This is an optimization exercise on Yosys and OpenROAD, whose aim is small area, a short achievable clock period and few clock cycles, not a production implementation.
Only simulation tests tie the RTL to the original design; equivalence was not proved.
Power is estimated from default activity; no workload was simulated.

## lemon_xfer
module lemon_xfer (
    input  wire        clk,
    input  wire        rst,
    input  wire        start,
    input  wire [31:0] cfg_in_addr,
    input  wire [31:0] cfg_out_addr,
    input  wire [15:0] cfg_in_width,
    input  wire [15:0] cfg_out_width,
    input  wire [15:0] cfg_out_height,
    input  wire [2:0]  cfg_in_fmt,
    input  wire [2:0]  cfg_out_fmt,
    input  wire [1:0]  cfg_scaling,
    input  wire        cfg_flip,
    input  wire        cfg_in_linear,
    input  wire        cfg_dont_swizzle,
    output reg         busy,
    output reg         done,
    output reg         error,
    output reg         mem_req,
    output reg         mem_we,
    output reg  [31:0] mem_addr,
    output reg  [31:0] mem_wdata,
    output reg  [3:0]  mem_be,
    input  wire        mem_ack,
    input  wire [31:0] mem_rdata
);
==> flow/config.mk <==
export PLATFORM = sky130hd
export DESIGN_NAME = lemon_xfer
export DESIGN_NICKNAME = lemon_xfer
export VERILOG_FILES = /design/flow/design.v
export SDC_FILE = /design/flow/constraint.sdc
export NUM_CORES = 4
export LEC_CHECK = 0
export CAP_MARGIN = 20
export CORE_MARGIN = 2
export CORE_UTILIZATION = 40
export SLEW_MARGIN = 20
==> flow/constraint.sdc <==
create_clock -name core_clock -period 17.5 [get_ports {clk}]
set_input_delay 3.5000 -clock core_clock [delete_from_list [all_inputs] [get_ports {clk}]]
set_output_delay 3.5000 -clock core_clock [all_outputs]
set_load 0.01 [all_outputs]
standard.sh (not shown) runs the stock make flow with config.mk's settings and CLKGATE_MAP_FILE= SYNTH_SCRIPT=/design/flow/synth_recipe.tcl, a recipe that flattens the netlist after the stock synthesis.
==> flow/flow/run.sh <==
#!/bin/bash
# Layout flow: the standard flow (standard.sh) with two changes to how the layout
# is made: ports are buffered with buf_2 cells instead of the resizer's default
# delay buffer, and the resizer's timing repair aims for more setup slack.
# The clock period and constraints are the standard flow's own (constraint.sdc).
set -euo pipefail
bash standard.sh \
  "BUFFER_PORTS_ARGS=-buffer_cell sky130_fd_sc_hd__buf_2" \
  SETUP_SLACK_MARGIN=12 \
  finish > flow_make.log 2>&1
The baseline finished clean.
Testbench counts at the start, summed over its fixed seeds: cycles 100,726.
Edit:
--- a/flow/flow/run.sh
+++ b/flow/flow/run.sh
@@ -9 +9 @@
-  SETUP_SLACK_MARGIN=12 \
+  SETUP_SLACK_MARGIN=12.5 \
--- a/flow/config.mk
+++ b/flow/config.mk
@@ -11,0 +12 @@
+export TNS_END_PERCENT = 5
Outcome: Routed wire length rises slightly. Maximum frequency went up by a few percent. Utilization rose by 0.39 points. Worst hold slack got worse by 0.034 ns. Setup slack is better by 0.32 ns. Power goes up slightly. Cell area climbs slightly.
Edit:
--- a/flow/config.mk
+++ b/flow/config.mk
@@ -12 +11,0 @@
-export TNS_END_PERCENT = 5
Effect:
- maximum frequency increases by 0.67%
- setup slack gains 0.033 ns
- routed wire length went up by 0.95%

Setup of before:
lemon_xfer again, from the RTL that the note above started with.
## lemon_xfer
module lemon_xfer (
    input  wire        clk,
    input  wire        rst,
    input  wire        start,
    input  wire [31:0] cfg_in_addr,
    input  wire [31:0] cfg_out_addr,
    input  wire [15:0] cfg_in_width,
    input  wire [15:0] cfg_out_width,
    input  wire [15:0] cfg_out_height,
    input  wire [2:0]  cfg_in_fmt,
    input  wire [2:0]  cfg_out_fmt,
    input  wire [1:0]  cfg_scaling,
    input  wire        cfg_flip,
    input  wire        cfg_in_linear,
    input  wire        cfg_dont_swizzle,
    output reg         busy,
    output reg         done,
    output reg         error,
    output reg         mem_req,
    output reg         mem_we,
    output reg  [31:0] mem_addr,
    output reg  [31:0] mem_wdata,
    output reg  [3:0]  mem_be,
    input  wire        mem_ack,
    input  wire [31:0] mem_rdata
);
    reg st1, st2, stp, stp2, stp3, run;
    reg [2:0]  ifmt, ofmt;
    reg [1:0]  scal;
    reg        slin, dswz, flip;
    reg        o_0, o_1, o_2;     
  ...
clock: 17.5 ns
lec_check: 0
cap_margin: 20
core_margin: 2
core_utilization: 40
slew_margin: 20
==> flow/flow/run.sh <==
#!/bin/bash
# Layout flow: the standard flow (standard.sh) with two changes to how the layout
# is made: ports are buffered with buf_2 cells instead of the resizer's default
# delay buffer, and the resizer's timing repair aims for more setup slack.
# The clock period and constraints are the standard flow's own (constraint.sdc).
set -euo pipefail
bash standard.sh \
  "BUFFER_PORTS_ARGS=-buffer_cell sky130_fd_sc_hd__buf_1" \
  SETUP_SLACK_MARGIN=12.5 \
  finish > flow_make.log 2>&1
before ran to completion and came out clean on the timing, DRC and antenna checks.
Testbench counts of before, summed over its fixed seeds: cycles 100,726.
--- input diff before..after ---
-- flow/flow/run.sh --
<<< before, line 7
bash standard.sh \
  "BUFFER_PORTS_ARGS=-buffer_cell sky130_fd_sc_hd__buf_1" \
  SETUP_SLACK_MARGIN=12.5 \
  finish > flow_make.log 2>&1
>>> after, line 7
bash standard.sh \
  "BUFFER_PORTS_ARGS=-buffer_cell sky130_fd_sc_hd__buf_2" \
  SETUP_SLACK_MARGIN=12.8 \
  finish > flow_make.log 2>&1
## What came out
- On after: global routing usage on met3 is 0.72 points higher than what before gave.
- after vs before: HPWL after detailed placement down
- before → after: worst-case reg-to-reg path depth now larger; total number of multi-input combinational cells comparable; number of antenna violations at the first check in global routing now larger; total non-filler cell area in the finished layout now larger; flip-flop and latch area comparable.
- Higher global-route usage among before and after: after
- In the flow results for before and after, the cell leakage power is larger on after.
- Power per cell area for after: 2.7 nW/um^2 down relative to before
- Re setup TNS: no difference whatsoever between after and before.

== zinc ==
lemon_xfer, a different RTL version from the one above (not shown whole).
Size in the first run: about 3500 cells after synthesis, about 450 flip-flops, roughly 230 I/O pins, about 0.032 sq mm of cells after synthesis.
==> flow/config.mk <==
export PLATFORM = sky130hd
export DESIGN_NAME = lemon_xfer
export DESIGN_NICKNAME = lemon_xfer
export VERILOG_FILES = /design/flow/design.v
export SDC_FILE = /design/flow/constraint.sdc
export NUM_CORES = 4
export LEC_CHECK = 0
export CAP_MARGIN = 20
export CORE_MARGIN = 2
export CORE_UTILIZATION = 40
export SLEW_MARGIN = 20
export TNS_END_PERCENT = 5
==> flow/constraint.sdc <==
create_clock -name core_clock -period 17.5 [get_ports {clk}]
set_input_delay 3.5000 -clock core_clock [delete_from_list [all_inputs] [get_ports {clk}]]
set_output_delay 3.5000 -clock core_clock [all_outputs]
set_load 0.01 [all_outputs]
==> flow/flow/run.sh <==
#!/bin/bash
# Layout flow: the standard flow (standard.sh) with two changes to how the layout
# is made: ports are buffered with buf_1 cells instead of the resizer's default
# delay buffer, and the resizer's timing repair aims for more setup slack.
# The clock period and constraints are the standard flow's own (constraint.sdc).
set -euo pipefail
bash standard.sh \
  "BUFFER_PORTS_ARGS=-buffer_cell sky130_fd_sc_hd__buf_1" \
  SETUP_SLACK_MARGIN=12.5 \
  finish > flow_make.log 2>&1
zinc: done, clean on timing, DRC and antenna
Testbench counts of zinc, summed over its fixed seeds: cycles 100,726.
Setup changes, zinc to onyx
-- flow/config.mk --
<<< zinc, line 10
export CORE_UTILIZATION = 40
export SLEW_MARGIN = 20
export TNS_END_PERCENT = 5
>>> onyx, line 10
export CORE_UTILIZATION = 40
export CTS_CLUSTER_DIAMETER = 100
export CTS_CLUSTER_SIZE = 30
export GPL_ROUTABILITY_DRIVEN = 0
export SLEW_MARGIN = 20
Notes after the runs:
Going from zinc to onyx, number of violations reported at the end of detailed-routing iteration 0 grew by a few percent. The worst setup slack number comes out lower for zinc vs onyx. Max power share of the combinational group across zinc and onyx: onyx.
diff inputs: onyx => fjord
-- flow/config.mk --
<<< onyx, line 10
export CORE_UTILIZATION = 40
export CTS_CLUSTER_DIAMETER = 100
export CTS_CLUSTER_SIZE = 30
export GPL_ROUTABILITY_DRIVEN = 0
export SLEW_MARGIN = 20
>>> fjord, line 10
export CORE_UTILIZATION = 40
export SLEW_MARGIN = 20
==> notes.md <==
NOTE post-cts repair resize count onyx->fjord increased slightly
fjord against onyx: overall power after layout now larger; share of total power in combinational logic now smaller.
Setup changes, fjord to juniper
==> flow/run.sh (new file) <==
#!/bin/bash
# synth_recipe.tcl (not shown) runs the flow's synth.tcl, then flattens the netlist and writes it again
# the make line also repeats each setting of config.mk as NAME=value (left out here)
make -C /OpenROAD-flow-scripts/flow DESIGN_CONFIG=/design/flow/config.mk WORK_HOME=/design/flow/orfs CLKGATE_MAP_FILE= SYNTH_SCRIPT=/design/flow/synth_recipe.tcl finish
-- flow/config.mk --
<<< fjord, line 10
export CORE_UTILIZATION = 40
export SLEW_MARGIN = 20
>>> juniper, line 10
export CORE_UTILIZATION = 40
export CTS_CLUSTER_DIAMETER = 100
export CTS_CLUSTER_SIZE = 30
export SETUP_SLACK_MARGIN = 5
export SLEW_MARGIN = 20
removed: flow/flow/run.sh
removed: flow/standard.sh
Results
- Compared with fjord, juniper shows a higher sequential fraction of total cell area.
- Taking fjord as the reference, in juniper total routing usage reported by global routing about even; setup slack of the critical path after layout -1300 ps; number of clock buffer instances in the layout lost about 60%; cell area went down 1.2%.

lemon_xfer again, from the RTL that the note above started with.
clock: 17.5 ns
lec_check: 0
cap_margin: 20
core_margin: 2
core_utilization: 40
cts_cluster_diameter: 100
cts_cluster_size: 30
slew_margin: 20
==> flow/flow/run.sh <==
#!/bin/bash
# Layout flow: the standard flow (standard.sh) with two changes to how the layout
# is made: ports are buffered with buf_1 cells instead of the resizer's default
# delay buffer, and the resizer's timing repair aims for more setup slack.
# The clock period and constraints are the standard flow's own (constraint.sdc).
set -euo pipefail
bash standard.sh \
  "BUFFER_PORTS_ARGS=-buffer_cell sky130_fd_sc_hd__buf_1" \
  SETUP_SLACK_MARGIN=12.5 \
  finish > flow_make.log 2>&1
Testbench counts at the start, summed over its fixed seeds: cycles 100,726.
Next try:
--- a/flow/flow/run.sh
+++ b/flow/flow/run.sh
@@ -8,3 +8,3 @@
   "BUFFER_PORTS_ARGS=-buffer_cell sky130_fd_sc_hd__buf_1" \
-  SETUP_SLACK_MARGIN=12.5 \
+  SETUP_SLACK_MARGIN=12.6 \
   finish > flow_make.log 2>&1
Settings changed: CTS_CLUSTER_DIAMETER 100 to unset, CTS_CLUSTER_SIZE 30 to unset.
Synthesized area is unchanged.
Clock power came out higher by 47%.
First-iteration DRC count goes up by 9.6%.
Worst hold slack degrades by 0.0063 ns.
Count of clock-buffer cells in the layout rises by 41.
Combinational power grows by about 5%.
Cell count climbs by 1.2%.
Final area rises by 3.5%.

-- afterwards: timing with drivers on the ports --
In the flow no input, the clock included, has a driving cell. The finished layouts below were timed again as built, in two steps. Step 1 assumes that a clkbuf_16 drives the clock port and a buf_2 every other input. Step 2 also shifts input and output timing later by t, the mid clock arrival at the registers, as if the neighbouring blocks saw the same clock. Slacks: no drivers / after step 1 / after step 2; pairs: no drivers / after step 1.
run	t, ns	setup WS [ns]	worst setup path at the end	worst slew at a driven data input, ns	cell pins on the clock port's net
the first run of note 1	0.687	12.215 / 12.215 / 11.902	input to register	0.13	1
the second run of note 1	0.699	12.533 / 12.523 / 11.824	input to register	0.11	1
the third run of note 1	0.706	12.566 / 12.499 / 11.989	input to register	0.12	1
before	0.702	12.612 / 12.557 / 11.983	input to register	0.11	1
after	0.718	12.577 / 12.505 / 12.163	input to register	0.11	1
zinc	0.685	12.545 / 12.504 / 11.819	input to register	0.11	1
onyx	0.682	12.615 / 12.584 / 11.994	input to register	0.11	1
fjord	0.688	12.638 / 12.601 / 11.996	input to register	0.10	1
juniper	0.692	11.336 / 11.336 / 11.329	input to register	0.12	1
the first run of note 4	0.682	12.615 / 12.584 / 11.994	input to register	0.11	1
the second run of note 4	0.683	12.664 / 12.595 / 12.031	input to register	0.12	1
After both steps setup and hold are still met in every run listed. The setup slack of zinc, which loses most, moves by -0.041 ns with the drivers and by -0.726 ns with both steps.
